Context: an optimization exercise on an open-source flow, tuned for small area, a short achievable clock period and few clock cycles per item. The choices shown serve that exercise and are no tape-out recipe. In this exercise RTL edits were held to simulation tests only and were not proved equivalent to the original.

==> inputs of run a <==
==> flow/design.v <==
module se05x_tx_frame (
    input  wire        clk,
    input  wire        rst,             
    input  wire        msg_valid,
    output wire        msg_ready,
    input  wire [31:0] msg_data,
    output reg         out_valid,
    input  wire        out_ready,
    output reg  [31:0] out_data,
    output reg         out_last
);
    localparam [7:0] NAD_H2C = 8'h5A;
    function [15:0] f8;
        input [15:0] c;
        input [7:0]  b;
        reg   [7:0]  x;
        begin
            x  = c[7:0] ^ b;
            x  = x ^ {x[3:0], 4'b0000};
            f8 = {8'h00, c[15:8]} ^ {x, 8'h00} ^ {5'b00000, x, 3'b000} ^ {12'h000, x[7:4]};
        end
    endfunction
    reg        busy;         
    reg        hdr;          
    reg        tailhi;       
    reg        odd;          
    reg        tx_seq;       
    reg [15:0] rem;          
    reg [5:0]  q;            
    reg [1:0]  r;
    reg [15:0] crc;
    reg [23:0] lb;           
    wire out_free = !out_valid || out_ready;
    wire       more  = (rem[15:8] != 8'h00) || (rem[7:0] == 8'hFF);
    wire [7:0] clen  = more ? 8'd254 : rem[7:0];
    wire       rem0  = (rem == 16'h0000);
    wire       qnz   = (q != 6'd0);
    wire [7:0] nb0 = msg_data[7:0];
    wire [7:0] nb1 = msg_data[15:8];
    wire [7:0] nb2 = msg_data[23:16];
    wire [31:0] dw = odd ? {nb2, nb1, nb0, lb[23:16]}
                         : {nb0, lb[23:16], lb[15:8], lb[7:0]};
    wire [31:0] hw = {(odd ? lb[15:8] : nb0), clen, {1'b0, tx_seq, more, 5'b00000}, NAD_H2C};
    wire [31:0] w  = hdr ? hw : dw;
    wire need_word = busy && !tailhi &&
                     (hdr ? (!odd && !rem0) : (qnz || (odd && r[1])));
    wire       tp = !tailhi && (hdr ? rem0 : !qnz);
    wire [1:0] kk = hdr ? 2'd3 : r;
    wire       fend   = tailhi || (!hdr && !qnz && r != 2'd3);    
    wire       msgend = fend && rem0;
    wire [15:0] c1 = f8(crc, w[7:0]);
    wire [15:0] c2 = f8(c1,  w[15:8]);
    wire [15:0] c3 = f8(c2,  w[23:16]);
    wire [15:0] c4 = f8(c3,  w[31:24]);
    reg  [15:0] cf;
    always @(*) begin
        case (kk)
            2'd0:    cf = crc;
            2'd1:    cf = c1;
            2'd2:    cf = c2;
            default: cf = c3;
        endcase
    end
    wire [7:0] tlo = ~cf[7:0];
    wire [7:0] thi = ~cf[15:8];
    reg [31:0] ow;
    always @(*) begin
        if (tailhi)
            ow = {24'h000000, ~crc[15:8]};
        else if (!tp)
            ow = w;
        else
            case (kk)
                2'd0:    ow = {16'h0000, thi, tlo};
                2'd1:    ow = {8'h00, thi, tlo, w[7:0]};
                2'd2:    ow = {thi, tlo, w[15:0]};
                default: ow = {tlo, w[23:0]};
            endcase
    end
    wire go       = busy && out_free && (!need_word || msg_valid);
    wire take_len = !busy || (out_free && msgend && !need_word);
    assign msg_ready = take_len || (out_free && need_word);
    always @(posedge clk) begin
        if (rst) begin
            busy      <= 1'b0;
            hdr       <= 1'b1;
            tailhi    <= 1'b0;
            odd       <= 1'b0;
            tx_seq    <= 1'b0;
            crc       <= 16'hFFFF;
            out_valid <= 1'b0;
        end else begin
            if (out_valid && out_ready)
                out_valid <= 1'b0;
            if (msg_valid && busy && need_word && out_free)
                lb <= msg_data[31:8];
            if (go) begin
                out_valid <= 1'b1;
                out_data  <= ow;
                out_last  <= fend;
                if (fend) begin
                    tailhi <= 1'b0;
                    hdr    <= 1'b1;
                    odd    <= ~odd;
                    tx_seq <= ~tx_seq;
                    crc    <= 16'hFFFF;
                    if (rem0)
                        busy <= 1'b0;
                end else if (hdr) begin
                    hdr <= 1'b0;
                    rem <= rem - {8'h00, clen};
                    q   <= clen[7:2] - {5'b00000, (clen[1:0] == 2'd0)};
                    r   <= clen[1:0] - 2'd1;
                    if (rem0) begin
                        tailhi <= 1'b1;
                        crc    <= c3;
                    end else
                        crc    <= c4;
                end else if (qnz) begin
                    q   <= q - 6'd1;
                    crc <= c4;
                end else begin
                    tailhi <= 1'b1;
                    crc    <= c3;
                end
            end
            if (msg_valid && take_len) begin
                busy <= 1'b1;
                hdr  <= 1'b1;
                odd  <= 1'b0;
                rem  <= msg_data[15:0];
            end
        end
    end
endmodule
==> flow/run.sh <==
#!/bin/bash
# synth_recipe.tcl (not shown) runs the flow's synth.tcl, then flattens the netlist and writes it again
# the make line also repeats each setting of config.mk as NAME=value (left out here)
make -C /OpenROAD-flow-scripts/flow DESIGN_CONFIG=/design/flow/config.mk WORK_HOME=/design/flow/orfs CLKGATE_MAP_FILE= SYNTH_SCRIPT=/design/flow/synth_recipe.tcl finish
==> flow/config.mk <==
export PLATFORM = sky130hd
export DESIGN_NAME = se05x_tx_frame
export DESIGN_NICKNAME = se05x_tx_frame
export VERILOG_FILES = /design/flow/design.v
export SDC_FILE = /design/flow/constraint.sdc
export NUM_CORES = 4
export LEC_CHECK = 0
export CAP_MARGIN = 20
export CORE_MARGIN = 2
export CORE_UTILIZATION = 40
export SLEW_MARGIN = 20
==> flow/constraint.sdc <==
create_clock -name core_clock -period 8.0 [get_ports {clk}]
set_input_delay 1.6000 -clock core_clock [delete_from_list [all_inputs] [get_ports {clk}]]
set_output_delay 1.6000 -clock core_clock [all_outputs]
set_load 0.01 [all_outputs]
==> run b: changes against run a <==
--- a/flow/config.mk
+++ b/flow/config.mk
@@ -8,4 +8,5 @@
 export CAP_MARGIN = 20
 export CORE_MARGIN = 2
 export CORE_UTILIZATION = 40
+export SETUP_SLACK_MARGIN = 4.5
 export SLEW_MARGIN = 20
==> flow_summary_export.csv <==
group,metric,value,unit
timing,share_of_the_clock_period_used_by_the_worst_path,68.4,%
routing,dr_total_vias,6140,
placement,preCtsSetupSlack,2.19,ns
worst_setup_path,timing.critical_path.from,"msg_data[0]",
routing,wl_met3,1590,um
routing,route.detailed.wl_per_inst,23.0,um
timing,fin_worst_skew,0.0119,ns
outcome,outcome,"timing/DRC/antenna clean",
clocking,cts.repair.resized,0,
worst_setup_path,r2r_cells,12,
timing,period_needed,5.47,ns
final_layout,multi_input_comb_area,4260,um^2
final_layout,n_multi_input_combinational_cell,592,
Source of the figures above: run a

==> flow_summary_export.csv <==
group,metric,value,unit
outcome,outcome,"timing/DRC/antenna clean",
final_layout,n_multi_input_combinational_cell,593,
worst_setup_path,setup.worst_path.start_class,"flip-flop",
timing,share_of_the_clock_period_used_by_the_worst_path,53.6,%
timing,period_needed,4.29,ns
clocking,cts.repair.resized,156,
routing,wl_met3,2670,um
final_layout,multi_input_comb_area,5280,um^2
worst_setup_path,timing.critical_path.from,"rem[8]$_DFFE_PP_",
worst_setup_path,r2r_cells,18,
timing,fin_worst_skew,0.0108,ns
clocking,cts_num_sinks,103,
routing,dr_total_vias,7067,
placement,preCtsSetupSlack,2.74,ns
routing,route.detailed.wl_per_inst,23.9,um
Source of the figures above: run b

Testbench counts of run a, summed over its fixed seeds: cycles 45,447, messages 960.
Testbench counts of run b, summed over its fixed seeds: cycles 45,447, messages 960.

[static timing again, ports no longer ideal]
How much do the figures lean on ideal ports? The routed layouts below were timed once more, with nothing changed but the port constraints. Step 1: set_driving_cell puts a clkbuf_16 on clk and a buf_2 on each other input, an assumption about the parent block. Step 2 adds t to the input delays and takes it off the output delays; t is the mean of the earliest and latest rising clock arrival at the registers after step 1. Input paths then give back, and output paths get back, about the clock's delay inside the block. a / b / c = ideal / step 1 / step 2; a / b = the first two.
run | shift t [ns] | slack for setup (ns) | slew at the worst register clock pin (ns) | pins driven straight from the clock port
run a | 0.401 | 2.528 / 2.537 / 2.136 | 0.08 / 0.08 | 1
run b | 0.413 | 3.713 / 3.666 / 3.358 | 0.08 / 0.08 | 1
After both steps every run listed still meets setup and hold. The setup slack of run a, which loses most, moves by +0.009 ns with the drivers and by -0.392 ns with both steps.
